This is an optimization exercise on Yosys and OpenROAD, whose aim is small area, not a production implementation. At most, simulation tests tie the RTL to the original design; equivalence was not proved. Function not checked in runs 1 to 3: the RTL went through the layout flow alone. The clock port is modelled as an ideal driver; clocking choices that lean on that would not hold on a real chip. Power is estimated from default activity; no workload was simulated.

## design.v

```verilog
module kbd_periph #(
    parameter integer NUM_ROWS      = 16,
    parameter integer NUM_COLS      = 8,
    parameter integer SETTLE_CYCLES = 4,
    parameter integer STROBE_CYCLES = 80,
    parameter integer PULSE_CYCLES  = 80,
    parameter [3:0]   CLKPS_RESET   = 4'd0
) (
    input  wire                clk,
    input  wire                rst_n,
    input  wire [3:0]          bus_addr,
    input  wire [7:0]          bus_wdata,
    input  wire                bus_wr,
    input  wire                bus_rd,
    output reg  [7:0]          bus_rdata,
    output wire                tick_irq,
    output wire [3:0]          row_addr,
    output wire                row_en,
    output wire [NUM_ROWS-1:0] row_n,
    output wire                row_oe,
    input  wire [7:0]          col_in,
    output wire                col_pu,
    output wire [7:0]          data_out,
    output wire                strobe_o,
    output wire                tx_oe,
    output wire                caps_led_o,
    output wire                scr_clr_o,
    output wire                sys_rst_o,
    output wire                aux_oe
);
    localparam [3:0] A_CLKPR    = 4'h0;
    localparam [3:0] A_OCRA     = 4'h1;
    localparam [3:0] A_TCFG_A   = 4'h2;
    localparam [3:0] A_TCFG_B   = 4'h3;
    localparam [3:0] A_IMSK     = 4'h4;
    localparam [3:0] A_TICK     = 4'h5;
    localparam [3:0] A_STATUS   = 4'h6;
    localparam [3:0] A_ROW_SCAN = 4'h7;
    localparam [3:0] A_COL_DATA = 4'h8;
    localparam [3:0] A_TX_DATA  = 4'h9;
    localparam [3:0] A_LED      = 4'hA;
    localparam [3:0] A_PULSE    = 4'hB;
    localparam [3:0] A_PINCFG   = 4'hC;
    wire wr = bus_wr & rst_n;
    wire rd = bus_rd & ~bus_wr & rst_n;
    wire wr_clkpr  = wr && (bus_addr == A_CLKPR);
    wire wr_ocra   = wr && (bus_addr == A_OCRA);
    wire wr_tcfg_a = wr && (bus_addr == A_TCFG_A);
    wire wr_tcfg_b = wr && (bus_addr == A_TCFG_B);
    wire commit    = wr && (bus_addr == A_IMSK);
    wire poll      = rd && (bus_addr == A_TICK);
    wire wr_scan   = wr && (bus_addr == A_ROW_SCAN);
    wire wr_tx     = wr && (bus_addr == A_TX_DATA);
    wire wr_led    = wr && (bus_addr == A_LED);
    wire wr_pulse  = wr && (bus_addr == A_PULSE);
    wire wr_pincfg = wr && (bus_addr == A_PINCFG);
    wire [7:0] wdat = bus_wdata & {8{rst_n}};
    reg [3:0] clkps;
    reg       clk_lock;
    reg       clk_pce;                        
    reg [1:0] clk_win;                        
    wire enable_pat = (bus_wdata == 8'h80);
    wire change_pat = (bus_wdata[7:4] == 4'b0000);
    always @(posedge clk) begin
        if (!rst_n) begin
            clkps    <= CLKPS_RESET;
            clk_lock <= 1'b0;
            clk_pce  <= 1'b0;
        end else if (wr_clkpr && !clk_lock && !clk_pce && enable_pat) begin
            clk_pce <= 1'b1;
        end else if (wr_clkpr && !clk_lock && clk_pce && change_pat) begin
            if (bus_wdata[3:0] <= 4'd8) begin
                clkps    <= bus_wdata[3:0];
                clk_lock <= 1'b1;
            end
            clk_pce <= 1'b0;
        end else if (clk_pce && clk_win == 2'd0) begin
            clk_pce <= 1'b0;
        end
    end
    always @(posedge clk) begin
        clk_win <= clk_pce ? clk_win - 2'd1 : 2'd3;
    end
    reg  [7:0] div_cnt;
    wire [8:0] div_c;                         
    assign div_c[0] = 1'b1;
    genvar gi;
    generate
        for (gi = 0; gi < 8; gi = gi + 1) begin : g_divc
            assign div_c[gi+1] = div_c[gi] & div_cnt[gi];
        end
    endgenerate
    wire tclk_en = clkps[3] ? div_c[8] : div_c[clkps[2:0]];
    always @(posedge clk) begin
        if (!rst_n)
            div_cnt <= 8'd0;
        else
            div_cnt <= div_cnt ^ div_c[7:0];
    end
    reg [7:0] stg_ocra, stg_a;
    reg [3:0] stg_b;
    reg [7:0] ocra, tcfg_a;
    reg [3:0] tcfg_b, tcfg_imsk;
    always @(posedge clk) begin
        if (wr_ocra   | ~rst_n) stg_ocra <= wdat;
        if (wr_tcfg_a | ~rst_n) stg_a    <= wdat;
        if (wr_tcfg_b | ~rst_n) stg_b    <= wdat[3:0];
        if (commit    | ~rst_n) tcfg_imsk <= wdat[3:0];
        if (!rst_n) begin
            ocra   <= 8'd0;
            tcfg_a <= 8'd0;
            tcfg_b <= 4'd0;
        end else if (commit) begin
            ocra   <= stg_ocra;
            tcfg_a <= stg_a;
            tcfg_b <= stg_b;
        end
    end
    localparam [2:0] P_IDLE = 3'd0;
    localparam [2:0] P_R1F  = 3'd1;
    localparam [2:0] P_R1   = 3'd2;
    localparam [2:0] P_R2   = 3'd3;
    localparam [2:0] P_R3   = 3'd4;
    localparam [2:0] P_A1   = 3'd5;
    localparam [2:0] P_A2   = 3'd6;
    localparam [2:0] P_A3   = 3'd7;
    reg  [2:0] phase;
    reg        cfg_pend;
    wire       cfg_busy = (phase != P_IDLE);
    wire       ack      = (phase == P_A3);
    wire       load     = (phase == P_R3);
    wire       launch   = (commit && !cfg_busy) || (ack && (cfg_pend || commit));
    always @(posedge clk) begin
        if (!rst_n) begin
            phase    <= P_IDLE;
            cfg_pend <= 1'b0;
        end else begin
            if (launch)
                cfg_pend <= 1'b0;
            else if (cfg_busy && !ack && commit)
                cfg_pend <= 1'b1;
            case (phase)
                P_IDLE:  if (launch) phase <= P_R1F;
                P_R1F:   phase <= tclk_en ? P_R2 : P_R1;
                P_R1:    if (tclk_en) phase <= P_R2;
                P_R2:    if (tclk_en) phase <= P_R3;
                P_R3:    if (tclk_en) phase <= P_A1;
                P_A1:    phase <= P_A2;
                P_A2:    phase <= P_A3;
                default: phase <= launch ? P_R1F : P_IDLE;
            endcase
        end
    end
    reg  [2:0] xfer_mode;
    reg  [7:0] xfer_ocra;
    wire       cfg_run = (tcfg_b[3] == 1'b0) && (tcfg_a[1:0] == 2'b10) &&
                         (tcfg_b[2:0] != 3'd0) && (tcfg_b[2:0] <= 3'd5);
    always @(posedge clk) begin
        if (phase == P_R1F) begin
            xfer_mode <= cfg_run ? tcfg_b[2:0] : 3'd0;
            xfer_ocra <= ocra;
        end
    end
    reg [2:0] t_mode;
    reg [7:0] t_ocra;
    reg [9:0] psc;
    reg [7:0] tcnt;
    wire running = (t_mode != 3'd0);
    wire step    = tclk_en && !load && running;
    wire [10:0] psc_c;
    assign psc_c[0] = step;
    generate
        for (gi = 0; gi < 10; gi = gi + 1) begin : g_pscc
            assign psc_c[gi+1] = psc_c[gi] & psc[gi];
        end
    endgenerate
    reg cnt_en;
    always @(*) begin
        case (t_mode)
            3'd1:    cnt_en = psc_c[0];
            3'd2:    cnt_en = psc_c[3];
            3'd3:    cnt_en = psc_c[6];
            3'd4:    cnt_en = psc_c[8];
            default: cnt_en = psc_c[10];
        endcase
    end
    wire [8:0] tcnt_c;
    assign tcnt_c[0] = cnt_en;
    generate
        for (gi = 0; gi < 8; gi = gi + 1) begin : g_tcntc
            assign tcnt_c[gi+1] = tcnt_c[gi] & tcnt[gi];
        end
    endgenerate
    wire match   = (tcnt == t_ocra);
    wire tick_ev = cnt_en && match;
    wire t_ld    = tclk_en && load;
    always @(posedge clk) begin
        if (!rst_n)
            t_mode <= 3'd0;
        else if (t_ld)
            t_mode <= xfer_mode;
    end
    always @(posedge clk) begin
        if (t_ld)
            t_ocra <= xfer_ocra;
        psc  <= (psc ^ psc_c[9:0]) & {10{~t_ld}};
        tcnt <= (tcnt ^ tcnt_c[7:0]) & {8{~(t_ld | tick_ev)}};
    end
    reg [2:0] tick_pipe;
    reg       tick_pend;
    wire tick_set = tick_pipe[2] && tcfg_imsk[1];
    always @(posedge clk) begin
        if (!rst_n) begin
            tick_pipe[1:0] <= 2'd0;
            tick_pend      <= 1'b0;
        end else begin
            tick_pipe[1:0] <= {tick_pipe[0], tick_ev};
            tick_pend      <= tick_set | (tick_pend & ~(poll | commit));
        end
        tick_pipe[2] <= tick_pipe[1];
    end
    assign tick_irq = tick_pend & tcfg_imsk[1];
    reg [3:0] row_sel;
    reg       row_valid;
    reg [2:0] scan_st;                        
    reg [7:0] col_smp;
    reg [7:0] col_data;
    wire scan_busy = scan_st[0] | scan_st[2];
    wire scan_smp  = scan_st[0] & scan_st[2];     
    wire scan_cap  = scan_st[2] & ~scan_st[1];    
    wire scan_go   = wr_scan && !scan_busy && (bus_wdata[7:4] == 4'd0);
    always @(posedge clk) begin
        if (scan_smp)
            col_smp <= col_in;
    end
    always @(posedge clk) begin
        if (!rst_n) begin
            row_sel   <= 4'd0;
            row_valid <= 1'b0;
            scan_st   <= 3'd0;
            col_data  <= 8'd0;
        end else begin
            if (scan_busy || scan_go)
                scan_st <= {scan_st[1:0], ~scan_st[2]};
            if (scan_go) begin
                row_sel   <= bus_wdata[3:0];
                row_valid <= 1'b1;
            end
            if (scan_cap)
                col_data <= ~col_smp;
            else if (wr_scan && !scan_busy && !scan_go)
                col_data <= 8'd0;
        end
    end
    genvar ri;
    generate
        for (ri = 0; ri < NUM_ROWS; ri = ri + 1) begin : g_row
            assign row_n[ri] = ~(row_valid && (row_sel == ri));
        end
    endgenerate
    localparam [1:0] TX_IDLE   = 2'b00;
    localparam [1:0] TX_SETUP  = 2'b01;
    localparam [1:0] TX_ACTIVE = 2'b11;
    localparam [1:0] TX_HOLD   = 2'b10;
    localparam [6:0] LF_SEED = 7'd22;         
    reg [1:0] tx_state;
    reg [7:0] tx_data;
    reg [6:0] tx_lf;
    wire tx_busy  = (tx_state != TX_IDLE);
    wire tx_act   = (tx_state == TX_ACTIVE);
    wire tx_last  = ~(tx_lf[5] | tx_lf[4] | tx_lf[2] | tx_lf[0]);
    always @(posedge clk) begin
        if ((wr_tx && !tx_busy) || !rst_n)
            tx_data <= wdat;
        tx_lf <= tx_act ? {tx_lf[5:0], tx_lf[6] ^ tx_lf[5]} : LF_SEED;
    end
    always @(posedge clk) begin
        if (!rst_n) begin
            tx_state <= TX_IDLE;
        end else begin
            case (tx_state)
                TX_IDLE:   if (wr_tx) tx_state <= TX_SETUP;
                TX_SETUP:  tx_state <= TX_ACTIVE;
                TX_ACTIVE: if (tx_last) tx_state <= TX_HOLD;
                default:   tx_state <= TX_IDLE;
            endcase
        end
    end
    reg       caps;
    reg [3:0] pincfg;
    reg       clr_act, rst_act;
    reg [6:0] clr_lf, rst_lf;
    wire clr_last = ~(clr_lf[5] | clr_lf[4] | clr_lf[2] | clr_lf[0]);
    wire rst_last = ~(rst_lf[5] | rst_lf[4] | rst_lf[2] | rst_lf[0]);
    always @(posedge clk) begin
        if (wr_led    | ~rst_n) caps   <= wdat[0];
        if (wr_pincfg | ~rst_n) pincfg <= wdat[3:0];
        clr_lf <= clr_act ? {clr_lf[5:0], clr_lf[6] ^ clr_lf[5]} : LF_SEED;
        rst_lf <= rst_act ? {rst_lf[5:0], rst_lf[6] ^ rst_lf[5]} : LF_SEED;
    end
    always @(posedge clk) begin
        if (!rst_n) begin
            clr_act <= 1'b0;
            rst_act <= 1'b0;
        end else begin
            clr_act <= clr_act ? ~clr_last : (wr_pulse & bus_wdata[0]);
            rst_act <= rst_act ? ~rst_last : (wr_pulse & bus_wdata[1]);
        end
    end
    always @(*) begin
        bus_rdata = 8'd0;
        if (rd) begin
            case (bus_addr)
                A_CLKPR:    bus_rdata = {clk_pce, clk_lock, 2'b00, clkps};
                A_OCRA:     bus_rdata = ocra;
                A_TCFG_A:   bus_rdata = tcfg_a;
                A_TCFG_B:   bus_rdata = {4'd0, tcfg_b};
                A_IMSK:     bus_rdata = {4'd0, tcfg_imsk};
                A_TICK:     bus_rdata = {7'd0, tick_pend};
                A_STATUS:   bus_rdata = {2'b00, rst_act, clr_act, tx_busy, scan_busy, cfg_busy, tick_pend};
                A_ROW_SCAN: bus_rdata = {row_valid, 3'b000, row_sel};
                A_COL_DATA: bus_rdata = col_data;
                A_TX_DATA:  bus_rdata = tx_data;
                A_LED:      bus_rdata = {7'd0, caps};
                A_PULSE:    bus_rdata = {6'd0, rst_act, clr_act};
                A_PINCFG:   bus_rdata = {4'd0, pincfg};
                default:    bus_rdata = 8'd0;
            endcase
        end
    end
    assign row_addr   = row_sel;
    assign row_en     = row_valid;
    assign row_oe     = pincfg[0];
    assign col_pu     = pincfg[1];
    assign data_out   = tx_data;
    assign strobe_o   = tx_act;
    assign tx_oe      = pincfg[2];
    assign caps_led_o = caps;
    assign scr_clr_o  = clr_act;
    assign sys_rst_o  = rst_act;
    assign aux_oe     = pincfg[3];
endmodule
```

## flow/run.sh

```bash
#!/bin/bash
# The standard layout (standard.sh's make command and ORFS steps), with:
#  - synthesis: synth_recipe.tcl with ABC's mapping script replaced
#    (flow/synth.tcl, flow/abc_map.script);
#  - port buffers made from the smallest buffer cell (buf_1);
#  - clock tree from clkbuf_8 only, without dummy balancing loads.
set -euo pipefail
here=$(pwd)
export ABC_MAP_SCRIPT=$here/flow/abc_map.script
export FLOW_SYNTH_TCL=$here/synth_recipe.tcl
export BUFFER_PORTS_ARGS="-buffer_cell sky130_fd_sc_hd__buf_1"
export CTS_ARGS="-sink_clustering_enable -repair_clock_nets -dont_use_dummy_load -buf_list sky130_fd_sc_hd__clkbuf_8"
sed "s#SYNTH_SCRIPT=[^ ]*#SYNTH_SCRIPT=$here/flow/synth.tcl#" standard.sh > flow_standard.sh
grep -q "SYNTH_SCRIPT=$here/flow/synth.tcl" flow_standard.sh
bash flow_standard.sh > standard.log 2>&1
```

## flow/abc_map.script

```
strash
&get -n
&deepsyn -T 30 -S 1
&dch -f
&nf -R 1000
&put
```

## flow/synth.tcl

```tcl
# synth_recipe.tcl (the standard synthesis), sourced unchanged, except that
# ABC maps the combinational logic with flow/abc_map.script instead of
# ORFS's abc_area/abc_speed script. Registers are mapped before ABC runs,
# so they are the standard synthesis's registers.
proc abc {args} {
  set i [lsearch -exact $args -script]
  if {$i >= 0} {
    set args [lreplace $args $i [expr {$i + 1}] -script $::env(ABC_MAP_SCRIPT)]
  }
  yosys abc {*}$args
}
source $::env(FLOW_SYNTH_TCL)
```

## standard.sh

```bash
#!/bin/bash
# synth_recipe.tcl (not shown) runs the flow's synth.tcl, then flattens the netlist and writes it again
# the make line also repeats each setting of config.mk as NAME=value (left out here)
make -C /OpenROAD-flow-scripts/flow DESIGN_CONFIG=/design/flow/config.mk WORK_HOME=/design/flow/orfs CLKGATE_MAP_FILE= SYNTH_SCRIPT=/design/flow/synth_recipe.tcl "${@:-finish}"
```

## config.mk

```make
export PLATFORM = sky130hd
export DESIGN_NAME = kbd_periph
export DESIGN_NICKNAME = kbd_periph
export VERILOG_FILES = /design/flow/design.v
export SDC_FILE = /design/flow/constraint.sdc
export NUM_CORES = 4
export LEC_CHECK = 0
export ABC_AREA = 1
export CAP_MARGIN = 20
export CORE_MARGIN = 2
export CORE_UTILIZATION = 60
export SLEW_MARGIN = 20
```

## constraint.sdc

```tcl
create_clock -name core_clock -period 10.0 [get_ports {clk}]
set_input_delay 2.0000 -clock core_clock [delete_from_list [all_inputs] [get_ports {clk}]]
set_output_delay 2.0000 -clock core_clock [all_outputs]
set_load 0.01 [all_outputs]
```

==> impl_results.md, run 1 <==
* Outcome: complete, no violations
* Syn-to-layout area delta at 11.71%
* CTS root buf: clkbuf_8
* IO Pins at 70
* Die X at approximately 110 um
* Fillers at around 800
* RSZ-0062 raised after global routing: no
* Clock network fraction of total power at between 20% and 30%
* Post-Syn Nets at approximately 600
* Crit path kind: reg -> reg
* Initial antenna violation count at 0
* PostCTS Resize Cnt at 0
* Worst Path Arrival at 6.62 ns
* DRT iter0 DRCs at 390
* Tcrit/Tclk final at 63.08%
* Ant. Diodes at 0
* Largest net degree at the start of global routing at 36
* Dpl hpwl at about 10 mm
* Sequential power share at around 65%
* Total leakage power at between 0.002 and 0.003 uW
* Total negative slack at 0 ns
* Mapped cell area at 6349 um^2
* Synth warnings at 1
* Vias in the first global route at approximately 4500
* Final Max Tran Viols at 0
* Crit end category: flip-flop
* Layout cells sized above 1 at ~4.6%
* Count of final hold-check violations at 0
* GRT Util Overall at between 20% and 30%
* Worst Hold End: tick_pipe[2]
* Flop-to-flop setup slack at 3.69 ns
* Slew headroom at 28.07%
* Tmin final at roughly 6.3 ns
* CP peak stage delay at roughly 0.47 ns
* Synth top area cells: dfxtp_1 (33%), edfxtp_1 (30%), ha_1 (4.9%), a22o_1 (3.7%), and2_0 (3.6%)
* Commonest non-fill, non-tap cell in the layout: dfxtp_1
* Area share of the largest cell type after synthesis at between 30 and 40%
* Gpl congestion at between 0.9 and 1
* Post-CTS Setup Inserts at 0
* Hold Buf Count CTS at 0
* F_max at roughly 0.16 GHz
* WL final at about 14 mm
* Launching point of the worst reg2reg path: div_cnt[0]
* DRT Pass-1 Iters at 6
* Pwr per Cell Area at 166.2 nW/um^2
* CP Max Fanout at 4
* Combinational power share at between 5 and 6%
* Die area at around 11000 um^2
* Yosys top cell by area: dfxtp_1
* Critical path's slowest cell: mux4_2
* Internal power at about 920 uW
* Worst path most repeated cell: ha_1
* Max-cap viol count at 0
* Setup violators final at 0
* Nets at ~700
* Tightest Pin Transition at around 1.1 ns
* Die span in y at ~110 um
* Mapped Avg Cell Area at approximately 12 um^2
* Core region area at 10280 um^2
* Number of synthesized register bits at 170
* Cts bufs inserted at 17
* Post-DRT Antenna Nets at 0
* Port buffer count at 69
* Drt drc at 0
* Global-route wire length before repair at roughly 22 mm
* Hold depth at 0
* TritonCTS Sinks at 170
* Seq/Total Area, Yosys at 63.70%
* Startpoint Class: flip-flop
* Initial core utilization at approximately three fifths
* Post-synthesis cell type count at 35
* Clock Skew at roughly 0.017 ns
* R2R depth at 33
* Worst Hold Class: reg -> reg
* DR vias at approximately 4500
* Most frequent cells in the layout: dfxtp_1 (106), buf_1 (69), edfxtp_1 (64)
* Dominant synthesized flop cell: dfxtp_1
* Vias per cell at 5.859
* EDFF count, synth at 64
* Wire per inst at between 15 and 20 um
* H-tree levels at 4
* Worst hold slack at 0.3748 ns
* Clock buffer depth at 2
* CTS tree: done
* Sw Share at ~22%
* Clock latency at the later pin of the worst-skew pair at between 0.4 and 0.5 ns
* Crit path required time at about 10 ns
* Worst VDD drop at between 100 and 150 uV
* Syn Inst Count at about 540
* Sw power at around 260 uW
* Gr ovfl total at 0
* Ys async rst share at 0%
* Reg-to-Reg End: tcnt[7]
* Row cnt at 37
* Worst Hold Launch: tick_pipe[1]
* Clock Pin Slew Worst Setup and Hold Paths at 0.07 ns
[layer usage]
metal	part of all wire (%)	GRT usage (%)	vias up
met3	6.4	7.416	31
met4	2.9	10.20	0
li1	-	-	2173
met2	48	41.63	168
met1	43	32.57	2145
met5	0	0	-
[cells by family (layout without fill, tap and decap cells)]
kind of cell | count (synthesis) | in the layout | share of synthesized area, %
buffers and inverters | 19 | 115 | 1.123
multiplexers | 1 | 1 | 0.3547
AO/OA/AOI/OAI | 113 | 113 | 12.73
AND/OR/NAND/NOR | 202 | 202 | 15.92
flip-flops | 170 | 170 | 63.70
XOR/XNOR | 9 | 9 | 1.242
adder cells (fa/ha/maj) | 25 | 25 | 4.927
[state kept, by name, summed over array words and instances, names as in the netlist, 7 cells and up]
register,cells
clr_lf,7
col_data,8
col_smp,8
div_cnt,8
ocra,8
psc,10
rst_lf,7
stg_a,8
stg_ocra,8
t_ocra,8
tcfg_a,8
tcnt,8
tx_data,8
tx_lf,7
xfer_ocra,8
[layout make-up]
cell class                 count  area (um^2)  area share [%]
tap                          136        170.2           2.399
multi-input combinational    350         2238           31.56
clock buffer                  17        234.0           3.299
timing repair buffer          79        334.1           4.711
inverter                      19        71.32           1.006
sequential                   170         4044           57.02
[power groups by stage]
| stage | combinational (uW) | clock (uW) | sequential, uW |
|---|---|---|---|
| 6_report | 62.9 | 351 | 765 |
| 5_1_grt | 71.1 | 387 | 767 |
| 4_1_cts | 63.2 | 358 | 764 |
| 3_5_place_dp | 62.7 | 0 | 780 |
| 3_3_place_gp | 60.5 | 0 | 778 |
| 2_1_floorplan | 34.8 | 0 | 777 |
[through the flow]
step                      utilization [%]  total power (uW)  setup WS, ns  area [um^2]  std cells
final                               69.00              1179         3.692         7092        771
after global placement              66.68             838.9         3.898         6853        754
after CTS                           68.96              1186         3.650         7087        771
after floorplan                         -             812.1         4.142         6349        539
after global routing                69.00              1226         3.317         7092        771
after detailed placement            66.68             842.8         3.680         6853        754
[synthesized netlist by cell type, types with 15 or more instances]
cell	number
clkinv_1	19
and2_0	37
a22o_1	27
nor3_1	15
nand2_1	59
edfxtp_1	64
nor2_1	33
o21ai_0	23
nor2b_1	15
dfxtp_1	106
a21oi_1	16
ha_1	25
[worst max-delay path, delay by kind of cell, from the launching register on]
kind	cells	cell delay [ns]
and+or+nand+nor	7	0.73
xor gates and xnor gates	1	0.15
AOI/OAI and AO/OA	1	0.12
adders and majority gates	23	4.40
DFF	1	0.32
muxes	1	0.47
[how the worst max path moves through the flow]
| stage | startpoint | end | depth (start not counted) |
|---|---|---|---|
| 6_report | div_cnt[0] | tcnt[7] | 33 |
| 2_1_floorplan | div_cnt[0] | tcnt[7] | 33 |
| 3_3_place_gp | div_cnt[0] | tcnt[7] | 33 |
| 3_5_place_dp | div_cnt[0] | tcnt[7] | 33 |
| 4_1_cts | div_cnt[0] | tcnt[7] | 33 |
| 5_1_grt | div_cnt[0] | tcnt[7] | 33 |
==> run 2: changes to the inputs <==
==> flow/abc_map.script (replaced) <==
strash
&get -n
&deepsyn -T 30 -S 1
&dch -f
&nf -R 1000 -p -F 10 -A 10
&put
--- a/config.mk
+++ b/config.mk
@@ -9,4 +9,5 @@
 export CAP_MARGIN = 20
 export CORE_MARGIN = 2
 export CORE_UTILIZATION = 60
+export GPL_TIMING_DRIVEN = 0
 export SLEW_MARGIN = 20
==> impl_results.md, run 2 <==
* Global-route wire length before repair at about 21 mm
* Die area at around 11000 um^2
* Number of synthesized register bits at 170
* TritonCTS Sinks at 170
* Synth warnings at 1
* Post-Syn Nets at just under 600
* Critical path buffers and inverters at 0
* Setup violators final at 0
* Worst Hold Class: reg -> reg
* Outcome: complete, no violations
* Tightest Pin Transition at 1.138 ns
* Mapped Avg Cell Area at around 12 um^2
* Sequential power share at about two thirds
* Startpoint Class: flip-flop
* Port buffer count at 69
* Top Usage Layer GRT: met2
* DRT Pass-1 Iters at 6
* Fin util at 68.65%
* Vias in the first global route at 4374
* Core region area at ~10000 um^2
* Dpl hpwl at between 9 and 10 mm
* Total negative slack at 0 ns
* Row cnt at 37
* Crit path kind: reg -> reg
* Post-place instance area at approximately 7000 um^2
* Wire per inst at about 18 um
* Vias per cell at 5.880
* Nets at roughly 670
* Critical path's top delay family: adder cells
* Internal power at approximately 920 uW
* Mapped cell area at about 6300 um^2
* Yosys top cell by area: dfxtp_1
* Count of final hold-check violations at 0
* CTS root buf: clkbuf_8
* Most frequent cell after synthesis: dfxtp_1
* Post-synthesis cell type count at 37
* Area share of the largest cell type after synthesis at roughly 33%
* RSZ-0062 raised after global routing: no
* Clock network fraction of total power at around 30%
* Ant. Diodes at 0
* Worst Path Arrival at ~6.7 ns
* Worst VDD drop at between 80 and 90 uV
* Tmin final at around 6.3 ns
* Initial antenna violation count at 0
* Die X at 106.8 um
* Commonest non-fill, non-tap cell in the layout: dfxtp_1
* CTS tree: done
* Sw Share at 21.77%
* Slew headroom at 23.53%
* Dominant synthesized flop cell: dfxtp_1
* Pwr per Cell Area at around 170 nW/um^2
* Worst path most repeated cell: ha_1
* CP peak stage delay at 0.47 ns
* Crit path required time at a little over 10 ns
* Met3 usage at under 10%
* Tcrit/Tclk final at 63.41%
* Syn Inst Count at between 500 and 600
* Crit end category: flip-flop
* CP Max Fanout at 4
* Largest net degree at the start of global routing at 38
* Met1 usage at a little under a third
* Post-DRT Antenna Nets at 0
* Clock Pin Slew Worst Setup and Hold Paths at around 0.090 ns
* Drt drc at 0
* PostCTS Resize Cnt at 0
* Most frequent cells in the layout: dfxtp_1 (106), buf_1 (68), edfxtp_1 (64)
* Combinational power share at 5.4%
* Die span in y at ~110 um
* Gpl congestion at between 0.8 and 0.9
* Cts bufs inserted at 17
* Critical path's slowest cell: mux4_2
* EDFF count, synth at 64
* Clock Skew at 0.02732 ns
* Max reg flops at 10
* Syn-to-layout area delta at 11.18%
* Total leakage power at ~0.0026 uW
* DR vias at 4463
* DRT iter0 DRCs at about 420
* Layout cells sized above 1 at between 4 and 5%
* Max-cap viol count at 0
* Largest register by flop count: psc
* Post-CTS Setup Inserts at 0
* Clock latency at the later pin of the worst-skew pair at 0.44 ns
* Initial core utilization at between 60% and 70%
* Met2 Usage GRT at between 40% and 50%
* Synth top area cells: dfxtp_1 (33%), edfxtp_1 (30%), ha_1 (4.9%), a22o_1 (3.9%), nand2_1 (3.5%)
* Seq/Total Area, Yosys at 63.72%
* WL final at 13.36 mm
* GRT Util Overall at between 20% and 30%
* F_max at 0.1577 GHz
* Final Max Tran Viols at 0
* IO Pins at 70
* H-tree levels at 4
* Gr ovfl total at 0
* Clock buffer depth at 2
* Sw power at ~260 uW
* Ys async rst share at 0%
* Hold Buf Count CTS at 0
* Top post-synthesis cells by count: dfxtp_1 (106), edfxtp_1 (64), nand2_1 (59), and2_0 (35), a22o_1 (28)
* Post-route cell area at 7056 um^2
==> run 2: worst paths after layout <==
check,end,cells past startpoint,from,slack [ns]
worst max register to register,tcnt[7],32,div_cnt[1],3.66
worst min-delay path,tick_pipe[2],0,tick_pipe[1],0.33
worst min register to register,tick_pipe[2],0,tick_pipe[1],0.33
worst max-delay path,tcnt[7],32,div_cnt[1],3.66
==> run 2: kinds of logic (layout without fill, tap and decap cells) <==
| group | Yosys count | count (layout) | share of synthesized area [%] |
|---|---|---|---|
| xor gates and xnor gates | 9 | 9 | 1.242 |
| and+or+nand+nor | 198 | 198 | 15.81 |
| buffers and inverters | 17 | 105 | 1.006 |
| muxes | 1 | 1 | 0.3549 |
| DFF | 170 | 170 | 63.72 |
| adders and majority gates | 25 | 25 | 4.929 |
| AOI/OAI and AO/OA | 115 | 115 | 12.93 |
==> run 2: area by class of cell <==
class	count	area (um^2)
multi-input cells	348	2261
repair buffers	71	282.8
fillers	807	3222
inverters	17	63.81
clock buffers	17	234.0
well taps	136	170.2
flip-flops and latches	170	4044
==> run 2: per-stage QoR <==
| step | power (uW) | hold WS [ns] | setup WS, ns | cells |
|---|---|---|---|---|
| after floorplan | 813.5 | 0.3096 | 4.136 | 535 |
| after global placement | 839.5 | 0.3189 | 3.476 | 740 |
| after detailed placement | 844.0 | 0.3189 | 3.595 | 742 |
| after CTS | 1184 | 0.3323 | 3.580 | 759 |
| after global routing | 1220 | 0.3386 | 3.277 | 759 |
| final | 1177 | 0.3337 | 3.659 | 759 |
==> run 2: worst register-to-register path, delay by kind of cell (launching register included) <==
kind                       cells  cell delay (ns)
xor gates and xnor gates       1             0.15
adders and majority gates     23             4.39
and+or+nand+nor                5             0.60
AOI/OAI and AO/OA              2             0.33
muxes                          1             0.47
DFF                            1             0.31
==> run 2: power by group through the flow <==
| stage | Clock [uW] | Sequential [uW] | Combinational (uW) |
|---|---|---|---|
| floorplan | 0 | 779 | 34.7 |
| global placement | 0 | 780 | 59.9 |
| detailed placement | 0 | 781 | 62.6 |
| CTS | 354 | 766 | 63.2 |
| global route | 380 | 769 | 71.5 |
| finish | 347 | 766 | 63.3 |
==> run 2: metal layers <==
metal,routed length [um],part of all wire (%)
met3,968,7.2
met4,405,3.0
met1,5581,42
met2,6402,48
met5,0,0
==> run 3: changes to the inputs <==
--- a/config.mk
+++ b/config.mk
@@ -6,8 +6,8 @@
 export NUM_CORES = 4
 export LEC_CHECK = 0
 export ABC_AREA = 1
-export CAP_MARGIN = 20
+export CAP_MARGIN = 0
 export CORE_MARGIN = 2
 export CORE_UTILIZATION = 60
 export GPL_TIMING_DRIVEN = 0
-export SLEW_MARGIN = 20
+export SLEW_MARGIN = 0
==> impl_results.md, run 3 <==
* Pwr per Cell Area at roughly 170 nW/um^2
* Layout cells sized above 1 at 3.692%
* Mapped cell area at around 6300 um^2
* Slew headroom at 10.71%
* Worst VDD drop at approximately 84 uV
* TritonCTS Sinks at 170
* Sw Share at approximately 22%
* Post-route cell area at approximately 7000 um^2
* Critical path buffers and inverters at 0
* CTS tree: done
* Dpl hpwl at 9.521 mm
* Worst Hold Class: reg -> reg
* Die area at about 11000 um^2
* PostCTS Resize Cnt at 0
* Most frequent cells in the layout: dfxtp_1 (106), buf_1 (68), edfxtp_1 (64)
* Top post-synthesis cells by count: dfxtp_1 (106), edfxtp_1 (64), nand2_1 (59), and2_0 (35), a22o_1 (28)
* F_max at ~0.16 GHz
* Crit path required time at 10.33 ns
* Max-cap viol count at 0
* Syn Inst Count at approximately 540
* Seq/Total Area, Yosys at 63.72%
* Largest net degree at the start of global routing at 38
* Vias in the first global route at roughly 4300
* Die span in y at ~110 um
* Crit end category: flip-flop
* Die X at between 100 and 150 um
* Post-place instance area at 6794 um^2
* Number of synthesized register bits at 170
* Core region area at approximately 10000 um^2
* Wire per inst at approximately 18 um
* Row cnt at 37
* Yosys top cell by area: dfxtp_1
* Post-DRT Antenna Nets at 0
* DR vias at 4496
* RSZ-0062 raised after global routing: no
* H-tree levels at 4
* Global-route wire length before repair at between 20 and 25 mm
* Total leakage power at ~0.0026 uW
* Synth top area cells: dfxtp_1 (33%), edfxtp_1 (30%), ha_1 (4.9%), a22o_1 (3.9%), nand2_1 (3.5%)
* Initial antenna violation count at 0
* DRT Pass-1 Iters at 6
* Crit path kind: reg -> reg
* Total negative slack at 0 ns
* Initial core utilization at around three fifths
* WL final at roughly 13 mm
* Nets at ~670
* Tcrit/Tclk final at 63.59%
* Clock buffer depth at 2
* Post-synthesis cell type count at 37
* Tmin final at between 6 and 7 ns
* DRT iter0 DRCs at approximately 490
* Critical path's top delay family: adder cells
* Worst path most repeated cell: ha_1
* Startpoint Class: flip-flop
* Final Max Tran Viols at 0
* Port buffer count at 69
* CP Max Fanout at 4
* Gpl congestion at between 0.8 and 0.9
* Outcome: complete, no violations
* Clock Pin Slew Worst Setup and Hold Paths at 0.08 ns
* IO Pins at 70
* Cts bufs inserted at 17
* Most frequent cell after synthesis: dfxtp_1
* Worst Path Arrival at around 6.7 ns
* Mapped Avg Cell Area at approximately 12 um^2
* Syn-to-layout area delta at 10.84%
* Largest register by flop count: psc
* Hold Buf Count CTS at 0
* Commonest non-fill, non-tap cell in the layout: dfxtp_1
* Gr ovfl total at 0
* Count of final hold-check violations at 0
* Worst hold slack at 0.3299 ns
* Drt drc at 0
* Critical path's slowest cell: mux4_2
* Dominant synthesized flop cell: dfxtp_1
* Tightest Pin Transition at 1.329 ns
* Vias per cell at about 5.9
* Post-CTS Setup Inserts at 0
* Sequential power share at 65.2%
* Internal power at slightly above 900 uW
* Ant. Diodes at 0
* Area share of the largest cell type after synthesis at between 30% and 40%
* Fillers at approximately 800
* Clock Skew at 0.02408 ns
* GRT Util Overall at between 20% and 30%
* PnR worst setup slack at between 3 and 4 ns
* Clock network fraction of total power at between 20 and 30%
* Fin util at roughly two thirds
* Pre-CTS WS at 3.604 ns
* Synth warnings at 1
* Post-Syn Nets at between 500 and 600
* CTS root buf: clkbuf_8
* CP peak stage delay at roughly 0.47 ns
* Setup violators final at 0
* Combinational power share at roughly 5.4%
* Clock latency at the later pin of the worst-skew pair at around 0.44 ns
* Ys async rst share at 0%
* Sw power at about 250 uW
* Max reg flops at 10
* EDFF count, synth at 64
-- run 3: layout make-up --
class	instances	area [um^2]	area share, %
inverters	17	63.81	0.9072
clock buffers	17	234.0	3.326
multi-input cells	348	2247	31.95
well taps	136	170.2	2.419
flip-flops and latches	170	4044	57.49
repair buffers	71	275.3	3.913
-- run 3: cells by family after synthesis --
family,synth area share [%]
AO/OA/AOI/OAI,12.93
XOR/XNOR,1.242
adder cells (fa/ha/maj),4.929
buffers and inverters,1.006
flip-flops,63.72
multiplexers,0.3549
AND/OR/NAND/NOR,15.81
-- run 3: metal layers --
| metal | GRT usage (%) | vias up | share of wire, % |
|---|---|---|---|
| met5 | 0 | - | 0 |
| met4 | 10.02 | 0 | 1.9 |
| met3 | 5.471 | 21 | 7.4 |
| met2 | 41.17 | 191 | 50 |
| met1 | 32.33 | 2131 | 41 |
| li1 | - | 2153 | - |
-- run 3: path summary, 6_finish.rpt --
path	to	from	depth (start not counted)	slack, ns
max	tcnt[7]	div_cnt[0]	32	3.64
min	tick_pipe[2]	tick_pipe[1]	0	0.33
max reg2reg	tcnt[7]	div_cnt[0]	32	3.64
min reg2reg	tick_pipe[2]	tick_pipe[1]	0	0.33
-- run 3: worst reg2reg max path, delay by kind of cell, from the launching register on --
kind / cells / cell delay, ns
adder cells (fa/ha/maj): 23 / 4.39
AND/OR/NAND/NOR: 5 / 0.59
multiplexers: 1 / 0.47
flip-flops: 1 / 0.33
AO/OA/AOI/OAI: 2 / 0.32
XOR/XNOR: 1 / 0.15
-- run 3: power groups by stage --
stage	sequential [uW]	clock, uW	combinational [uW]
after detailed placement	781	0	62.5
after global placement	780	0	59.9
after floorplan	779	0	34.7
after global routing	769	377	71.4
after CTS	766	354	63.2
final	766	346	63.4
-- run 3: metrics by stage --
| stage | cells | power (uW) |
|---|---|---|
| 3_5_place_dp | 742 | 843.9 |
| 3_3_place_gp | 740 | 839.5 |
| 4_1_cts | 759 | 1183 |
| 6_report | 759 | 1175 |
| 5_1_grt | 759 | 1218 |
| 2_1_floorplan | 535 | 813.5 |
==> run 4: changes to the inputs <==
--- a/design.v
+++ b/design.v
@@ -55,24 +55,23 @@
     wire wr_pulse  = wr && (bus_addr == A_PULSE);
     wire wr_pincfg = wr && (bus_addr == A_PINCFG);
     wire [7:0] wdat = bus_wdata & {8{rst_n}};
-    reg [3:0] clkps;
-    reg       clk_lock;
-    reg       clk_pce;                        
-    reg [1:0] clk_win;                        
+    reg  [3:0] clk_sel;
+    reg        clk_pce;                       
+    reg  [1:0] clk_win;                       
+    wire       clk_unl  = clk_sel[3] & clk_sel[0];
+    wire       clk_lock = ~clk_unl;
+    wire [3:0] clkps    = {clk_sel[3] & ~clk_sel[0], clk_sel[2:1], clk_sel[0] & ~clk_sel[3]};
     wire enable_pat = (bus_wdata == 8'h80);
     wire change_pat = (bus_wdata[7:4] == 4'b0000);
     always @(posedge clk) begin
         if (!rst_n) begin
-            clkps    <= CLKPS_RESET;
-            clk_lock <= 1'b0;
-            clk_pce  <= 1'b0;
-        end else if (wr_clkpr && !clk_lock && !clk_pce && enable_pat) begin
+            clk_sel <= 4'b1001;
+            clk_pce <= 1'b0;
+        end else if (wr_clkpr && clk_unl && !clk_pce && enable_pat) begin
             clk_pce <= 1'b1;
-        end else if (wr_clkpr && !clk_lock && clk_pce && change_pat) begin
-            if (bus_wdata[3:0] <= 4'd8) begin
-                clkps    <= bus_wdata[3:0];
-                clk_lock <= 1'b1;
-            end
+        end else if (wr_clkpr && clk_unl && clk_pce && change_pat) begin
+            if (bus_wdata[3:0] <= 4'd8)
+                clk_sel <= bus_wdata[3:0];
             clk_pce <= 1'b0;
         end else if (clk_pce && clk_win == 2'd0) begin
             clk_pce <= 1'b0;
@@ -90,7 +89,7 @@
             assign div_c[gi+1] = div_c[gi] & div_cnt[gi];
         end
     endgenerate
-    wire tclk_en = clkps[3] ? div_c[8] : div_c[clkps[2:0]];
+    wire tclk_en = clk_sel[3] ? (clk_sel[0] | div_c[8]) : div_c[clk_sel[2:0]];
     always @(posedge clk) begin
         if (!rst_n)
             div_cnt <= 8'd0;
==> flow/run.sh (replaced) <==
#!/bin/bash
# The standard layout (standard.sh's make command and ORFS steps), with:
#  - synthesis: synth_recipe.tcl with ABC's mapping script replaced
#    (flow/synth.tcl, flow/abc_map.script); registers are unchanged;
#  - port buffers made from the smallest buffer cell (buf_1);
#  - clock tree from clkbuf_8 only, without dummy balancing loads, and
#    leaf buffers downsized to clkbuf_4 where the clock-pin slew allows
#    (flow/post_cts.tcl, run by cts.tcl's POST_CTS_TCL hook).
set -euo pipefail
here=$(pwd)
export ABC_MAP_SCRIPT=$here/flow/abc_map.script
export FLOW_SYNTH_TCL=$here/synth_recipe.tcl
export BUFFER_PORTS_ARGS="-buffer_cell sky130_fd_sc_hd__buf_1"
export CTS_ARGS="-sink_clustering_enable -repair_clock_nets -dont_use_dummy_load -buf_list sky130_fd_sc_hd__clkbuf_8"
export POST_CTS_TCL=$here/flow/post_cts.tcl
export CTS_LEAF_MAX_SLEW=0.105
sed "s#SYNTH_SCRIPT=[^ ]*#SYNTH_SCRIPT=$here/flow/synth.tcl#" standard.sh > flow_standard.sh
grep -q "SYNTH_SCRIPT=$here/flow/synth.tcl" flow_standard.sh
bash flow_standard.sh > standard.log 2>&1
==> flow/post_cts.tcl (new file) <==
# Downsize clock-tree buffers that drive only flip-flops from clkbuf_8 to
# clkbuf_4 where the flip-flop clock pins then still have a small slew
# (estimated from placement, CTS_LEAF_MAX_SLEW ns); otherwise keep clkbuf_8.
set max_slew $::env(CTS_LEAF_MAX_SLEW)
set swapped 0
estimate_parasitics -placement
foreach inst [[ord::get_db_block] getInsts] {
  if {[[$inst getMaster] getName] ne "sky130_fd_sc_hd__clkbuf_8"} continue
  set net [[$inst findITerm X] getNet]
  set sinks {}
  set leaf 1
  foreach it [$net getITerms] {
    if {[$it isInputSignal]} {
      if {![string match "sky130_fd_sc_hd__*df*" [[[$it getInst] getMaster] getName]]} { set leaf 0 }
      lappend sinks "[[$it getInst] getName]/[[$it getMTerm] getName]"
    }
  }
  if {!$leaf} continue
  set name [$inst getName]
  replace_cell $name sky130_fd_sc_hd__clkbuf_4
  estimate_parasitics -placement
  set worst 0
  foreach p $sinks {
    set s [get_property [get_pins $p] slew_max]
    if {$s > $worst} { set worst $s }
  }
  if {$worst > $max_slew} {
    replace_cell $name sky130_fd_sc_hd__clkbuf_8
    estimate_parasitics -placement
    puts "post_cts: $name kept clkbuf_8 ([llength $sinks] sinks, slew $worst)"
  } else {
    incr swapped
    puts "post_cts: $name now clkbuf_4 ([llength $sinks] sinks, slew $worst)"
  }
}
puts "post_cts: downsized $swapped clock buffers to clkbuf_4"
detailed_placement
check_placement -verbose
estimate_parasitics -placement
==> impl_results.md, run 4 <==
* Worst Hold Launch: tick_pipe[1]
* Sw Share at 22.33%
* Ys async rst share at 0%
* Worst VDD drop at 80.05 uV
* Nets at 660
* Sw power at about 260 uW
* Core region area at 10280 um^2
* Internal power at between 800 and 900 uW
* Yosys top cell by area: dfxtp_1
* Sequential power share at around 67%
* Critical path's top delay family: adder cells
* Most frequent cell after synthesis: dfxtp_1
* GRT Util Overall at 25.00%
* Syn Inst Count at between 500 and 600
* Number of synthesized register bits at 169
* Total negative slack at 0 ns
* CP peak stage delay at 0.46 ns
* WL final at between 10 and 15 mm
* Gpl congestion at 0.8997
* Worst hold slack at approximately 0.35 ns
* R2R depth at 33
* Clock Skew at ~0.03 ns
* Max reg flops at 10
* Critical path startpoint: div_cnt[0]
* Port buffer count at between 60 and 70
* Drt drc at 0
* CP Max Fanout at 4
* Clock latency at the later pin of the worst-skew pair at approximately 0.44 ns
* Die area at approximately 11000 um^2
* Crit path required time at about 10 ns
* Combinational power share at 5.6%
* Synth top area cells: dfxtp_1 (33%), edfxtp_1 (30%), ha_1 (4.9%), a22o_1 (3.9%), and2_0 (3.8%)
* Initial antenna violation count at 0
* Top post-synthesis cells by count: dfxtp_1 (105), edfxtp_1 (64), nand2_1 (54), and2_0 (38), a22o_1 (28)
* Count of final hold-check violations at 0
* EDFF count, synth at 64
* Final Max Tran Viols at 0
* F_max at 0.1418 GHz
* Post-DRT Antenna Nets at 0
* DRT Pass-1 Iters at 6
* Commonest non-fill, non-tap cell in the layout: dfxtp_1
* Clock network fraction of total power at 27.7%
* Synth warnings at 1
* Pwr per Cell Area at between 150 and 200 nW/um^2
* IO Pins at 70
* Dominant synthesized flop cell: dfxtp_1
* Die span in y at 106.7 um
* Layout cells sized above 1 at around 3.6%
* DRT iter0 DRCs at between 500 and 600
* Gr ovfl total at 0
* Max-cap viol count at 0
* Tightest Pin Transition at between 1 and 1.5 ns
* Wire per inst at approximately 18 um
* Post-synthesis cell type count at 45
* Critical path's slowest cell: mux4_2
* Vias per cell at 6.027
* Crit path kind: reg -> reg
* Hold depth at 0
* CTS tree: done
* Tcrit/Tclk final at a little over two thirds
* Seq/Total Area, Yosys at 63.54%
* Flop-to-flop setup slack at between 2 and 3 ns
* Ant. Diodes at 0
* Row cnt at 37
* Startpoint Class: flip-flop
* Slew headroom at about 13%
* Worst Hold End: tick_pipe[2]
* Reg-to-Reg End: tcnt[7]
* Setup violators final at 0
* Clock Pin Slew Worst Setup and Hold Paths at ~0.10 ns
* Post-Syn Nets at 571
* RSZ-0062 raised after global routing: no
* Die X at approximately 110 um
* Total leakage power at 0.002577 uW
* Dpl hpwl at approximately 9.5 mm
* Worst Path Arrival at ~7.4 ns
* Area share of the largest cell type after synthesis at around 33%
* Launching point of the worst reg2reg path: div_cnt[0]
* Mapped Avg Cell Area at 12.13 um^2
* Initial core utilization at between 60% and 70%
* Worst path most repeated cell: ha_1
* DR vias at approximately 4500
* Mapped cell area at 6332 um^2
* Largest net degree at the start of global routing at 51
* Worst Hold Class: reg -> reg
* TritonCTS Sinks at around 170
* Outcome: complete, no violations
* Most frequent cells in the layout: dfxtp_1 (105), buf_1 (68), edfxtp_1 (64)
* Tmin final at around 7.1 ns
* Syn-to-layout area delta at 9.959%
* Vias in the first global route at around 4300
* Largest register by flop count: psc
* Global-route wire length before repair at roughly 22 mm
* Crit end category: flip-flop
* Fillers at slightly above 800
* Critical path buffers and inverters at 1
run 4: layer usage:
layer | vias to the layer above | part of all wire [%] | global-route usage, %
li1 | 2123 | - | -
met1 | 2126 | 44 | 32.32
met2 | 202 | 47 | 41.36
met3 | 39 | 6.7 | 6.140
met4 | 0 | 2.2 | 8.534
met5 | - | 0 | 0
run 4: layout make-up:
class	instances	area [um^2]	area share (%)
clock buffer	17	190.2	2.731
inverter	15	56.30	0.8086
multi-input combinational	338	2257	32.42
sequential	169	4024	57.79
tap	136	170.2	2.444
timing repair buffer	70	265.3	3.810
run 4: power groups by stage:
| stage | clock network [uW] | logic (uW) | registers (uW) |
|---|---|---|---|
| 6_report | 318 | 64.5 | 763 |
| 5_1_grt | 351 | 73.0 | 767 |
| 3_5_place_dp | 0 | 63.5 | 779 |
| 3_3_place_gp | 0 | 60.9 | 777 |
| 2_1_floorplan | 0 | 36.6 | 776 |
run 4: per-stage QoR:
stage,power (uW),area (um^2),setup slack [ns],util (%),instances
2_1_floorplan,812.4,6332,3.521,-,522
3_3_place_gp,838.0,6761,3.057,65.79,727
3_5_place_dp,842.6,6768,2.967,65.85,727
5_1_grt,1191,6963,2.558,67.75,745
6_report,1145,6963,2.945,67.75,745
run 4: cell families (layout without fill, tap and decap cells):
logic type                 after synthesis  after routing  synth area share, %
adders and majority gates               25             25                4.940
AOI/OAI and AO/OA                      109            109                12.61
DFF                                    169            169                63.54
xor gates and xnor gates                 9              9                1.245
buffers and inverters                   15            102               0.8891
and+or+nand+nor                        191            191                15.73
muxes                                    4              4                1.047
run 4: worst max-delay path by stage:
stage / cells past startpoint / endpoint / slack (ns)
3_3_place_gp: 33 / tcnt[7] / 3.06
6_report: 33 / tcnt[7] / 2.95
2_1_floorplan: 33 / tcnt[7] / 3.52
3_5_place_dp: 33 / tcnt[7] / 2.97
5_1_grt: 33 / tcnt[7] / 2.56
==> run 5: changes to the inputs <==
--- a/config.mk
+++ b/config.mk
@@ -5,9 +5,8 @@
 export SDC_FILE = /design/flow/constraint.sdc
 export NUM_CORES = 4
 export LEC_CHECK = 0
-export ABC_AREA = 1
 export CAP_MARGIN = 0
 export CORE_MARGIN = 2
-export CORE_UTILIZATION = 60
+export CORE_UTILIZATION = 75
 export GPL_TIMING_DRIVEN = 0
 export SLEW_MARGIN = 0
==> impl_results.md, run 5 <==
* Area share of the largest cell type after synthesis at around 33%
* Commonest non-fill, non-tap cell in the layout: dfxtp_1
* Clock Skew at between 0.03 and 0.04 ns
* Synth Area in Adders at under 10%
* Post-route cell area at slightly below 7000 um^2
* Max-cap viol count at 0
* Total leakage power at approximately 0.0026 uW
* Post-synthesis cell type count at 45
* CP peak stage delay at 0.46 ns
* Met3 usage at roughly 8.1%
* Met1 usage at about two fifths
* Count of final hold-check violations at 0
* Die span in y at about 96 um
* Post-synthesis mux area share at under 10%
* Worst VDD drop at approximately 140 uV
* Simple-gate share of the synthesized area at roughly 16%
* Most frequent cell after synthesis: dfxtp_1
* CP Max Fanout at 4
* Outcome: complete, no violations
* Row cnt at 33
* Register area at 4024 um^2
* DRT iter0 DRCs at around 350
* Launching point of the worst reg2reg path: div_cnt[0]
* Flop-to-flop setup slack at 3.00 ns
* DR vias at around 4500
* Global-route wire length before repair at between 20 and 25 mm
* Post-DRT Antenna Nets at 0
* Largest register by flop count: psc
* Largest family of logic cells by synthesized area: simple AND/OR/NAND/NOR gates
* Worst Path Arrival at 7.33 ns
* WL final at approximately 13 mm
* Layout cells sized above 1 at under 10%
* Vias per cell at between 6 and 7
* DRT Pass-1 Iters at 7
* Crit path required time at roughly 10 ns
* Setup violators final at 0
* CTS tree: done
* F_max at 0.1428 GHz
* Number of synthesized register bits at between 150 and 200
* Synth warnings at 1
* Gpl congestion at between 0.8 and 0.9
* TritonCTS Sinks at 169
* Die area at around 9000 um^2
* Multi-input logic area at about 2300 um^2
* Initial core utilization at between 70% and 80%
* Post-place instance area at about 6700 um^2
* Nets at 659
* Synth Area in XOR/XNOR at ~1.2%
* Critical path startpoint: div_cnt[0]
* Reg-to-Reg End: tcnt[7]
* Dominant synthesized flop cell: dfxtp_1
* Dpl hpwl at a little over 9 mm
* Startpoint Class: flip-flop
* Tcrit/Tclk final at between 70 and 80%
* EDFF count, synth at 64
* Clock Pin Slew Worst Setup and Hold Paths at about 0.10 ns
* Worst path most repeated cell: ha_1
* Slew headroom at between 10% and 20%
* RSZ-0062 raised after global routing: no
* Port buffer count at a little under 70
* Ant. Diodes at 0
* Met2 Usage GRT at approximately half
* Yosys top cell by area: dfxtp_1
* Post-Syn Nets at 571
* Critical path capture point: tcnt[7]
* Seq/Total Area, Yosys at a little under two thirds
* Clock latency at the later pin of the worst-skew pair at 0.43 ns
* Crit path kind: reg -> reg
* Vias in the first global route at between 4000 and 5000
* Synth top area cells: dfxtp_1 (33%), edfxtp_1 (30%), ha_1 (4.9%), a22o_1 (3.9%), and2_0 (3.8%)
* Pwr per Cell Area at 163.3 nW/um^2
* Top post-synthesis cells by count: dfxtp_1 (105), edfxtp_1 (64), nand2_1 (54), and2_0 (38), a22o_1 (28)
* Die X at ~96 um
* Post-route insts no fill at about 710
* Drt drc at 0
* Top Usage Layer GRT: met2
* Total negative slack at 0 ns
* Wire per inst at about 19 um
* Critical path's slowest cell: mux4_2
* GRT Util Overall at between 30% and 40%
* Mapped cell area at 6332 um^2
* Ys async rst share at 0%
* Largest net degree at the start of global routing at 51
* Initial antenna violation count at 0
* Gr ovfl total at 0
* Core region area at 8217 um^2
* Max reg flops at 10
* Syn Inst Count at 522
* Syn-to-layout area delta at 9.069%
* Final Max Tran Viols at 0
* Placed Cells at approximately 700
* Mapped Avg Cell Area at between 10 and 15 um^2
* Most frequent cells in the layout: dfxtp_1 (105), buf_1 (68), edfxtp_1 (64)
* Tightest Pin Transition at 1.306 ns
* Fillers at 470
* IO Pins at 70
* R2R depth at 33
* Worst Hold Class: reg -> reg
* Post-synthesis compound-gate area fraction at 12.61%
* Tmin final at ~7 ns
* Crit end category: flip-flop
-- run 5: cell types whose count changed in the layout (fill, tap and decap cells not counted) --
| cell | delta |
|---|---|
| clkbuf_2 | -1 |
| clkbuf_4 | +3 |
| clkbuf_8 | -3 |
| nor4_2 | +1 |
| nor4_1 | -1 |
-- run 5: area by class of cell --
class | instances | area share [%]
clock buffers | 17 | 2.482
multi-input cells | 338 | 32.77
repair buffers | 69 | 3.768
inverters | 15 | 0.8152
well taps | 105 | 1.902
flip-flops and latches | 169 | 58.26
-- run 5: cells by family (layout without fill, tap and decap cells) --
family | count (synthesis) | in the layout
compound gates | 109 | 109
xor+xnor | 9 | 9
fa+ha+maj | 25 | 25
buf+inv | 15 | 101
flops | 169 | 169
mux | 4 | 4
simple gates | 191 | 191
-- run 5: how the worst min path moves through the flow --
stage / from / endpoint / slack (ns) / depth (start not counted)
2_1_floorplan: tick_pipe[1] / tick_pipe[2] / 0.31 / 0
3_3_place_gp: tick_pipe[1] / tick_pipe[2] / 0.32 / 0
3_5_place_dp: tick_pipe[1] / tick_pipe[2] / 0.32 / 0
5_1_grt: tick_pipe[1] / tick_pipe[2] / 0.36 / 0
6_report: tick_pipe[1] / tick_pipe[2] / 0.35 / 0
-- run 5: stage by stage --
step | setup WS, ns | util, % | power [uW] | hold slack, ns
floorplan | 3.521 | - | 812.4 | 0.3096
global placement | 3.107 | 81.82 | 836.5 | 0.3160
detailed placement | 2.982 | 81.83 | 841.6 | 0.3150
global route | 2.570 | 84.06 | 1168 | 0.3643
finish | 2.999 | 84.06 | 1128 | 0.3463
-- run 5: worst max-delay path: cells and delay by family (launching register included) --
kind / cells / cell delay (ns)
DFF: 1 / 0.34
muxes: 2 / 0.91
buffers and inverters: 1 / 0.06
and+or+nand+nor: 1 / 0.17
adders and majority gates: 23 / 4.37
AOI/OAI and AO/OA: 5 / 0.88
xor gates and xnor gates: 1 / 0.16
-- run 5: report_power, final --
part / leakage [uW] / switching [uW] / internal (uW)
Sequential: 0.00146 / 16.1 / 747
Clock: 0.0000963 / 191 / 109
Combinational: 0.00101 / 43.3 / 21.1
Total: 0.00257 / 250 / 877
-- run 5: metal layers --
layer  part of all wire [%]  wire length, um  up-vias
met1                     40             5360     2112
met3                    8.4             1119       42
met2                     49             6543      244
li1                       -                -     2121
met4                    2.8              374        0
met5                      0                0        -
==> run 6: changes to the inputs <==
--- a/design.v
+++ b/design.v
@@ -54,7 +54,6 @@
     wire wr_led    = wr && (bus_addr == A_LED);
     wire wr_pulse  = wr && (bus_addr == A_PULSE);
     wire wr_pincfg = wr && (bus_addr == A_PINCFG);
-    wire [7:0] wdat = bus_wdata & {8{rst_n}};
     reg  [3:0] clk_sel;
     reg        clk_pce;                       
     reg  [1:0] clk_win;                       
@@ -101,10 +100,17 @@
     reg [7:0] ocra, tcfg_a;
     reg [3:0] tcfg_b, tcfg_imsk;
     always @(posedge clk) begin
-        if (wr_ocra   | ~rst_n) stg_ocra <= wdat;
-        if (wr_tcfg_a | ~rst_n) stg_a    <= wdat;
-        if (wr_tcfg_b | ~rst_n) stg_b    <= wdat[3:0];
-        if (commit    | ~rst_n) tcfg_imsk <= wdat[3:0];
+        if (!rst_n) begin
+            stg_ocra  <= 8'd0;
+            stg_a     <= 8'd0;
+            stg_b     <= 4'd0;
+            tcfg_imsk <= 4'd0;
+        end else begin
+            if (wr_ocra)   stg_ocra  <= bus_wdata;
+            if (wr_tcfg_a) stg_a     <= bus_wdata;
+            if (wr_tcfg_b) stg_b     <= bus_wdata[3:0];
+            if (commit)    tcfg_imsk <= bus_wdata[3:0];
+        end
         if (!rst_n) begin
             ocra   <= 8'd0;
             tcfg_a <= 8'd0;
@@ -155,7 +161,10 @@
     wire       cfg_run = (tcfg_b[3] == 1'b0) && (tcfg_a[1:0] == 2'b10) &&
                          (tcfg_b[2:0] != 3'd0) && (tcfg_b[2:0] <= 3'd5);
     always @(posedge clk) begin
-        if (phase == P_R1F) begin
+        if (!rst_n) begin
+            xfer_mode <= 3'd0;
+            xfer_ocra <= 8'd0;
+        end else if (phase == P_R1F) begin
             xfer_mode <= cfg_run ? tcfg_b[2:0] : 3'd0;
             xfer_ocra <= ocra;
         end
@@ -200,7 +209,9 @@
             t_mode <= xfer_mode;
     end
     always @(posedge clk) begin
-        if (t_ld)
+        if (!rst_n)
+            t_ocra <= 8'd0;
+        else if (t_ld)
             t_ocra <= xfer_ocra;
         psc  <= (psc ^ psc_c[9:0]) & {10{~t_ld}};
         tcnt <= (tcnt ^ tcnt_c[7:0]) & {8{~(t_ld | tick_ev)}};
@@ -229,7 +240,9 @@
     wire scan_cap  = scan_st[2] & ~scan_st[1];    
     wire scan_go   = wr_scan && !scan_busy && (bus_wdata[7:4] == 4'd0);
     always @(posedge clk) begin
-        if (scan_smp)
+        if (!rst_n)
+            col_smp <= 8'd0;
+        else if (scan_smp)
             col_smp <= col_in;
     end
     always @(posedge clk) begin
@@ -269,8 +282,10 @@
     wire tx_act   = (tx_state == TX_ACTIVE);
     wire tx_last  = ~(tx_lf[5] | tx_lf[4] | tx_lf[2] | tx_lf[0]);
     always @(posedge clk) begin
-        if ((wr_tx && !tx_busy) || !rst_n)
-            tx_data <= wdat;
+        if (!rst_n)
+            tx_data <= 8'd0;
+        else if (wr_tx && !tx_busy)
+            tx_data <= bus_wdata;
         tx_lf <= tx_act ? {tx_lf[5:0], tx_lf[6] ^ tx_lf[5]} : LF_SEED;
     end
     always @(posedge clk) begin
@@ -292,8 +307,13 @@
     wire clr_last = ~(clr_lf[5] | clr_lf[4] | clr_lf[2] | clr_lf[0]);
     wire rst_last = ~(rst_lf[5] | rst_lf[4] | rst_lf[2] | rst_lf[0]);
     always @(posedge clk) begin
-        if (wr_led    | ~rst_n) caps   <= wdat[0];
-        if (wr_pincfg | ~rst_n) pincfg <= wdat[3:0];
+        if (!rst_n) begin
+            caps   <= 1'b0;
+            pincfg <= 4'd0;
+        end else begin
+            if (wr_led)    caps   <= bus_wdata[0];
+            if (wr_pincfg) pincfg <= bus_wdata[3:0];
+        end
         clr_lf <= clr_act ? {clr_lf[5:0], clr_lf[6] ^ clr_lf[5]} : LF_SEED;
         rst_lf <= rst_act ? {rst_lf[5:0], rst_lf[6] ^ rst_lf[5]} : LF_SEED;
     end
==> impl_results.md, run 6 <==
* Mapped cell area at slightly above 6000 um^2
* Die area at around 9000 um^2
* Port buffer count at just under 70
* Yosys top cell by area: dfxtp_1
* Synth top area cells: dfxtp_1 (54%), a22o_1 (13%), ha_1 (5.0%), and2_0 (3.1%), nand2_1 (2.9%)
* Sequential power share at between 60% and 70%
* Synth warnings at 1
* Gpl congestion at 0.9534
* Worst VDD drop at 108.8 uV
* Drt drc at 0
* Worst Hold End: tick_pipe[2]
* Max-cap viol count at 0
* Area share of the largest cell type after synthesis at 54.28%
* Clock network fraction of total power at approximately 30%
* Total negative slack at 0 ns
* Dpl hpwl at 10.87 mm
* Mapped Avg Cell Area at 10.66 um^2
* Internal power at slightly above 800 uW
* CTS tree: done
* Post-DRT Antenna Nets at 0
* Vias in the first global route at just under 5000
* Top post-synthesis cells by count: dfxtp_1 (169), a22o_1 (91), nand2_1 (48), and2_0 (31)
* Crit path kind: reg -> reg
* F_max at around 0.15 GHz
* Wire per inst at roughly 20 um
* Pwr per Cell Area at between 150 and 200 nW/um^2
* Ant. Diodes at 0
* Outcome: complete, no violations
* Initial antenna violation count at 0
* Commonest non-fill, non-tap cell in the layout: dfxtp_1
* DRT Pass-1 Iters at 8
* PnR worst setup slack at between 3 and 4 ns
* Largest net degree at the start of global routing at 52
* Multi-input logic area at about 2800 um^2
* CP Max Fanout at 5
* Clock Skew at roughly 0.031 ns
* Syn-to-layout area delta at 9.655%
* R2R depth at 31
* Syn Inst Count at a little under 600
* Worst Hold Launch: tick_pipe[1]
* Count of final hold-check violations at 0
* Reg-to-Reg End: tcnt[6]
* Largest register by flop count: psc
* Fin util at between 80 and 90%
* Total leakage power at roughly 0.0027 uW
* Sw Share at around a quarter
* Ys async rst share at 0%
* Tcrit/Tclk final at between 60% and 70%
* Initial core utilization at around 77%
* Clock Pin Slew Worst Setup and Hold Paths at about 0.090 ns
* Hold depth at 0
* Core region area at about 8100 um^2
* Max reg flops at 10
* Sw power at roughly 260 uW
* Seq/Total Area, Yosys at approximately 54%
* Dominant synthesized flop cell: dfxtp_1
* Tmin final at 6.666 ns
* CP peak stage delay at around 0.46 ns
* Number of synthesized register bits at ~170
* Pre-CTS WS at approximately 3.4 ns
* Fillers at between 400 and 500
* Die span in y at about 95 um
* Combinational power share at 6.0%
* Die X at between 90 and 100 um
* Worst path most repeated cell: ha_1
* IO Pins at 70
* Global-route wire length before repair at roughly 25 mm
* Most frequent cell after synthesis: dfxtp_1
* Launching point of the worst reg2reg path: div_cnt[0]
* RSZ-0062 raised after global routing: no
* Critical path's slowest cell: mux4_2
* TritonCTS Sinks at 169
* Slew headroom at roughly an eighth
* Worst Path Arrival at 6.98 ns
* Crit path required time at slightly above 10 ns
* Layout cells sized above 1 at under 10%
* Worst Hold Class: reg -> reg
* Tightest Pin Transition at 1.299 ns
* Setup violators final at 0
* Startpoint Class: flip-flop
* Post-Syn Nets at 634
* Post-synthesis cell type count at 47
* Row cnt at 33
* Vias per cell at 6.637
* Clock latency at the later pin of the worst-skew pair at between 0.4 and 0.5 ns
* DRT iter0 DRCs at about 630
* Most frequent cells in the layout: dfxtp_1 (169), a22o_1 (91), buf_1 (68)
* Nets at roughly 720
* Register area at 3383 um^2
* Total Power at roughly 1100 uW
* Flop-to-flop setup slack at around 3.3 ns
* DR vias at roughly 5200
* EDFF count, synth at 0
* Final Max Tran Viols at 0
* WL final at about 15 mm
* GRT Util Overall at about 36%
* Crit end category: flip-flop
* Gr ovfl total at 0
## run 6: area by class of cell
type                    count  share of cell area (%)
inverters                  11                  0.6041
flip-flops and latches    169                   49.50
well taps                 105                   1.922
repair buffers             70                   3.972
multi-input cells         405                   41.22
clock buffers              17                   2.782
## run 6: cell families after synthesis
logic type	after synthesis	share of synthesized area [%]
xor gates and xnor gates	10	1.405
adders and majority gates	25	5.018
buffers and inverters	11	0.6624
AOI/OAI and AO/OA	174	21.78
muxes	3	0.7025
and+or+nand+nor	193	16.16
DFF	169	54.28
## run 6: worst max path at each step
stage / startpoint / end / slack (ns) / depth (start not counted)
after floorplan: div_cnt[0] / tcnt[6] / 3.92 / 31
after global placement: rst_n / bus_rdata[2] / 3.46 / 4
after detailed placement: div_cnt[0] / tcnt[7] / 3.36 / 32
after global routing: div_cnt[0] / tcnt[7] / 2.93 / 32
final: div_cnt[0] / tcnt[6] / 3.33 / 31
## run 6: power groups by stage
stage / Clock [uW] / Combinational, uW / Sequential (uW)
floorplan: 0 / 35.5 / 701
global placement: 0 / 57.1 / 701
detailed placement: 0 / 61.7 / 702
global route: 348 / 70.0 / 687
finish: 324 / 64.8 / 687
## run 6: critical path, delay by kind of cell, from the launching register on
family	cells	cell delay, ns
fa+ha+maj	23	4.50
mux	2	0.75
simple gates	4	0.50
flops	1	0.33
compound gates	2	0.46
## run 6: per-stage QoR
step                area [um^2]  hold WS, ns  instances
detailed placement         6640       0.3207        760
finish                     6835       0.3426        777
global route               6835       0.3577        777
floorplan                  6233       0.3096        585
global placement           6624       0.3211        759
## run 6: per-layer routing
layer	GRT usage, %	vias to the layer above	share of wire, %
li1	-	2374	-
met1	44.05	2438	40
met2	60.80	301	48
met3	10.51	44	9.3
met4	9.903	0	2.1
met5	0	-	0

[what the ideal ports hide]
In the flow no input, the clock included, has a driving cell. The finished layouts below were timed again as built, in two steps.
Step 1 assumes that a clkbuf_16 drives the clock port and a buf_2 every other input.
Step 2, shift: input delay + t, output delay - t, t = (earliest + latest rising clock arrival at the registers) / 2. This alone moves slack from input paths to output paths.
a / b / c = ideal ports / drivers / drivers and shift; a / b = the first two.
run	t, ns	slack for setup (ns)	hold slack, ns	slew at the worst register clock pin (ns)
run 1	0.462	3.692 / 3.692 / 3.692	0.375 / 0.375 / 0.375	0.08 / 0.08
run 2	0.464	3.659 / 3.659 / 3.659	0.334 / 0.334 / 0.334	0.09 / 0.09
run 3	0.457	3.641 / 3.641 / 3.641	0.330 / 0.330 / 0.330	0.09 / 0.09
run 4	0.457	2.945 / 2.945 / 2.945	0.352 / 0.352 / 0.352	0.10 / 0.10
run 5	0.448	2.999 / 2.999 / 2.999	0.346 / 0.346 / 0.346	0.10 / 0.10
run 6	0.462	3.334 / 3.334 / 3.334	0.343 / 0.343 / 0.343	0.10 / 0.10
After both steps every run listed still meets setup and hold.
